This design comes from an exercise in tuning for small area, a short achievable clock period and few clock cycles on the open sky130 flow, not from production work. In this exercise RTL edits were held to simulation tests only and were not proved equivalent to the original. Power and IR drop assume default switching activity.

## gamma
Design mbxrc, start of the top module:
module mbxrc (
    input  wire        clk,
    input  wire        rst,         
    input  wire        side_fw,     
    input  wire        req_valid,
    input  wire        req_we,
    input  wire [7:0]  req_addr,
    input  wire [31:0] req_wdata,
    output reg         req_ready,
    output reg  [31:0] req_rdata,
    output reg         mem_valid,
    output reg         mem_we,
    output reg  [6:0]  mem_addr,
    output reg  [31:0] mem_wdata,
    input  wire        mem_ready,
    input  wire [31:0] mem_rdata,
    output reg         diag_valid,
    output reg  [31:0] diag_data
);
Size: about 5600 cells after synthesis, about 750 flip-flops, about 190 I/O pins.
export LEC_CHECK = 0
export CAP_MARGIN = 20
export CORE_MARGIN = 2
export CORE_UTILIZATION = 40
export SLEW_MARGIN = 20
create_clock -name core_clock -period 10.0 [get_ports {clk}]
run.sh (not shown) runs the stock make flow with config.mk's settings and CLKGATE_MAP_FILE= SYNTH_SCRIPT=/design/flow/synth_recipe.tcl, a recipe that flattens the netlist after the stock synthesis.
Both conditions hold for gamma: the flow ran to the end and the final layout passed the timing, design-rule and antenna checks.
Testbench counts of gamma, summed over its fixed seeds: cycles 46,051.
[inputs] delta vs gamma
diff --git a/flow/design.v b/flow/design.v
--- a/flow/design.v
+++ b/flow/design.v
@@ -220,23 +220,23 @@
     reg [6:0]  oaddr;
     reg [3:0]  wds;           
     reg        wait_hs;       
     reg [3:0]  ka;            
     always @(*) begin
         mem_valid = 1'b0;
         mem_we    = 1'b0;
         as        = 2'd0;
         bs        = 2'd0;
         rcsel     = 1'b1;
         oaddr     = 7'd0;
-        wds       = 4'd7;
+        wds       = 4'd0;
         done      = 1'b0;
         wait_hs   = 1'b0;
         ka        = k;
         fstat     = ST_OK;
         diag_valid = 1'b0;
         diag_data  = mem_rdata;
         case (st)
             S_IDLE: begin
                 mem_valid = 1'b1;
                 as        = 2'd1;
             end
@@ -382,63 +382,75 @@
             default: ;
         endcase
         if (st == S_IDLE)
             mem_addr = {2'b00, wch1, 1'b0, wrcsel};
         else if (as == 2'd0)
             mem_addr = faddr;
         else if (as == 2'd1)
             mem_addr = {2'b00, ch1, 1'b0, rcsel};
         else
             mem_addr = oaddr;
     end
-    reg [4:0]  ira;
-    reg [31:0] opd;
+    reg [31:0] mwk, cwk, opd;
     always @(*) begin
-        case (wds)
-            4'd0: ira = {2'b01, k[2:0]};
-            4'd1: ira = {2'b10, k[2:0]};
-            4'd2: ira = 5'd4;
-            4'd6: ira = 5'd2;
-            default: ira = 5'd0;
+        case (k[2:0])
+            3'd0: mwk = m0;
+            3'd1: mwk = m1;
+            3'd2: mwk = m2;
+            3'd3: mwk = m3;
+            3'd4: mwk = m4;
+            default: mwk = m5;
+        endcase
+        case (k[2:0])
+            3'd0: cwk = cw0;
+            3'd1: cwk = cw1;
+            3'd2: cwk = cw2;
+            3'd3: cwk = cw3;
+            3'd4: cwk = cw4;
+            3'd5: cwk = cw5;
+            3'd6: cwk = cw6;
+            default: cwk = cw7;
         endcase
         case (k[1:0])
             2'd0: case (k[3:2])
                       2'd0: opd = 32'h48;
                       2'd1: opd = 32'h88;
                       2'd2: opd = 32'h108;
                       default: opd = 32'h148;
                   endcase
             2'd1: opd = k[2] ? 32'd128 : 32'd64;
             default: opd = 32'd0;
         endcase
         case (wds)
+            4'd0: mem_wdata = mwk;
+            4'd1: mem_wdata = cwk;
+            4'd2: mem_wdata = res0;
             4'd3: mem_wdata = pos;
             4'd4: mem_wdata = MAGIC_TOMB;
             4'd5: mem_wdata = opd;
-            default: mem_wdata = req_rdata;
+            default: mem_wdata = arg0;
         endcase
     end
     wire hs      = mem_valid && mem_ready;
     wire fin     = done && (!wait_hs || mem_ready);
     wire opw_pres = req_we && (req_addr == 8'd0);
     wire op_start = (st == S_IDLE) && req_valid && opw_pres;
     wire reg_wr   = (st == S_IDLE) && req_valid && req_we;
     always @(*) begin
         if (st == S_IDLE)
             req_ready = !opw_pres;
         else
             req_ready = fin;
     end
-    wire [4:0] ra = req_addr[4:0] | ira;
     always @(*) begin
-        case ({req_addr[7:5], ra})
+        case (req_addr)
             8'd1:  req_rdata = {28'd0, status};
             8'd2:  req_rdata = arg0;
             8'd3:  req_rdata = arg1;
             8'd4:  req_rdata = res0;
             8'd5:  req_rdata = res1;
             8'd6:  req_rdata = clen;
             8'd8:  req_rdata = m0;
             8'd9:  req_rdata = m1;
             8'd10: req_rdata = m2;
             8'd11: req_rdata = m3;
             8'd12: req_rdata = m4;
@@ -625,25 +637,25 @@
             status <= ST_OK;
             arg0   <= 32'd0;
             arg1   <= 32'd0;
             res0   <= 32'd0;
             res1   <= 32'd0;
             clen   <= 32'd0;
             m0 <= 32'd0; m1 <= 32'd0; m2 <= 32'd0; m3 <= 32'd0; m4 <= 32'd0; m5 <= 32'd0;
             cw0 <= 32'd0; cw1 <= 32'd0; cw2 <= 32'd0; cw3 <= 32'd0;
             cw4 <= 32'd0; cw5 <= 32'd0; cw6 <= 32'd0; cw7 <= 32'd0;
             opened <= 1'b0;
         end else begin
-            if (we_a0) arg0 <= req_wdata;
-            if (we_a1) arg1 <= req_wdata;
-            if (we_cl) clen <= req_wdata; else if (set_cl) clen <= 32'd32;
+            if (we_a0) arg0 <= wb;
+            if (we_a1) arg1 <= wb;
+            if (we_cl) clen <= wb; else if (set_cl) clen <= 32'd32;
             if (we_m0) m0 <= wb; else if (set_v) m0 <= MAGIC_VALID;
             if (we_m1) m1 <= wb;
             if (we_m2) m2 <= wb;
             if (we_m3) m3 <= wb; else if (set_v) m3 <= 32'd32;
             if (we_m4) m4 <= wb;
             if (we_m5) m5 <= wb; else if (m5_ab) m5 <= ab;
             if (we_cw0) cw0 <= wb;
             if (we_cw1) cw1 <= wb;
             if (we_cw2) cw2 <= wb;
             if (we_cw3) cw3 <= wb;
             if (we_cw4) cw4 <= wb;
Going from gamma to delta, overall via count from detail_route increased 9.3%; clock power share closely matched the old numbers; summed instance area of the synthesized netlist grew by 5.8%.
delta finished all stages; the layout is clean.
First-iteration DRC count of delta exceeds that of gamma by more than 10%.
On initial cell density of the core, gamma and delta are basically level.
Final critical path time including I/O delays and setup | delta below gamma
Summary of delta over gamma: worst hold slack +0.0065 ns; maximum single-stage delay on the critical path increased by 0.19 ns relative to the old numbers; area growth from synthesis to layout fell 1.6 points; die extent in y rose by 9.5 um.
Compare gamma and delta | switching share of total power higher: delta
| clock edge transition at the registers on the reported setup and hold paths | gamma vs delta | ≈ equal |
Testbench counts of delta, summed over its fixed seeds: cycles 46,051.

-- afterwards: timing with drivers on the ports --
Ports are ideal in the flow. The routed layouts listed here were re-timed in OpenROAD.
Step 1 assumes that a clkbuf_16 drives the clock port and a buf_2 every other input.
Step 2 adds t to the input delays and takes it off the output delays; t is the mean of the earliest and latest rising clock arrival at the registers after step 1. Input paths then give back, and output paths get back, about the clock's delay inside the block.
Three values: ideal, step 1, step 2; two values: the first two.
run	t, ns	slack for setup (ns)	latest minus earliest clock arrival (ns)	slew at the worst register clock pin (ns)
gamma	0.746	0.752 / 0.674 / 0.945	0.047 / 0.047	0.08 / 0.08
delta	0.780	1.158 / 1.158 / 0.849	0.033 / 0.033	0.07 / 0.07
After both steps every run listed still meets setup and hold. For delta, which loses most, drivers alone change the setup slack by 0.000 ns; drivers and shift together by -0.309 ns.
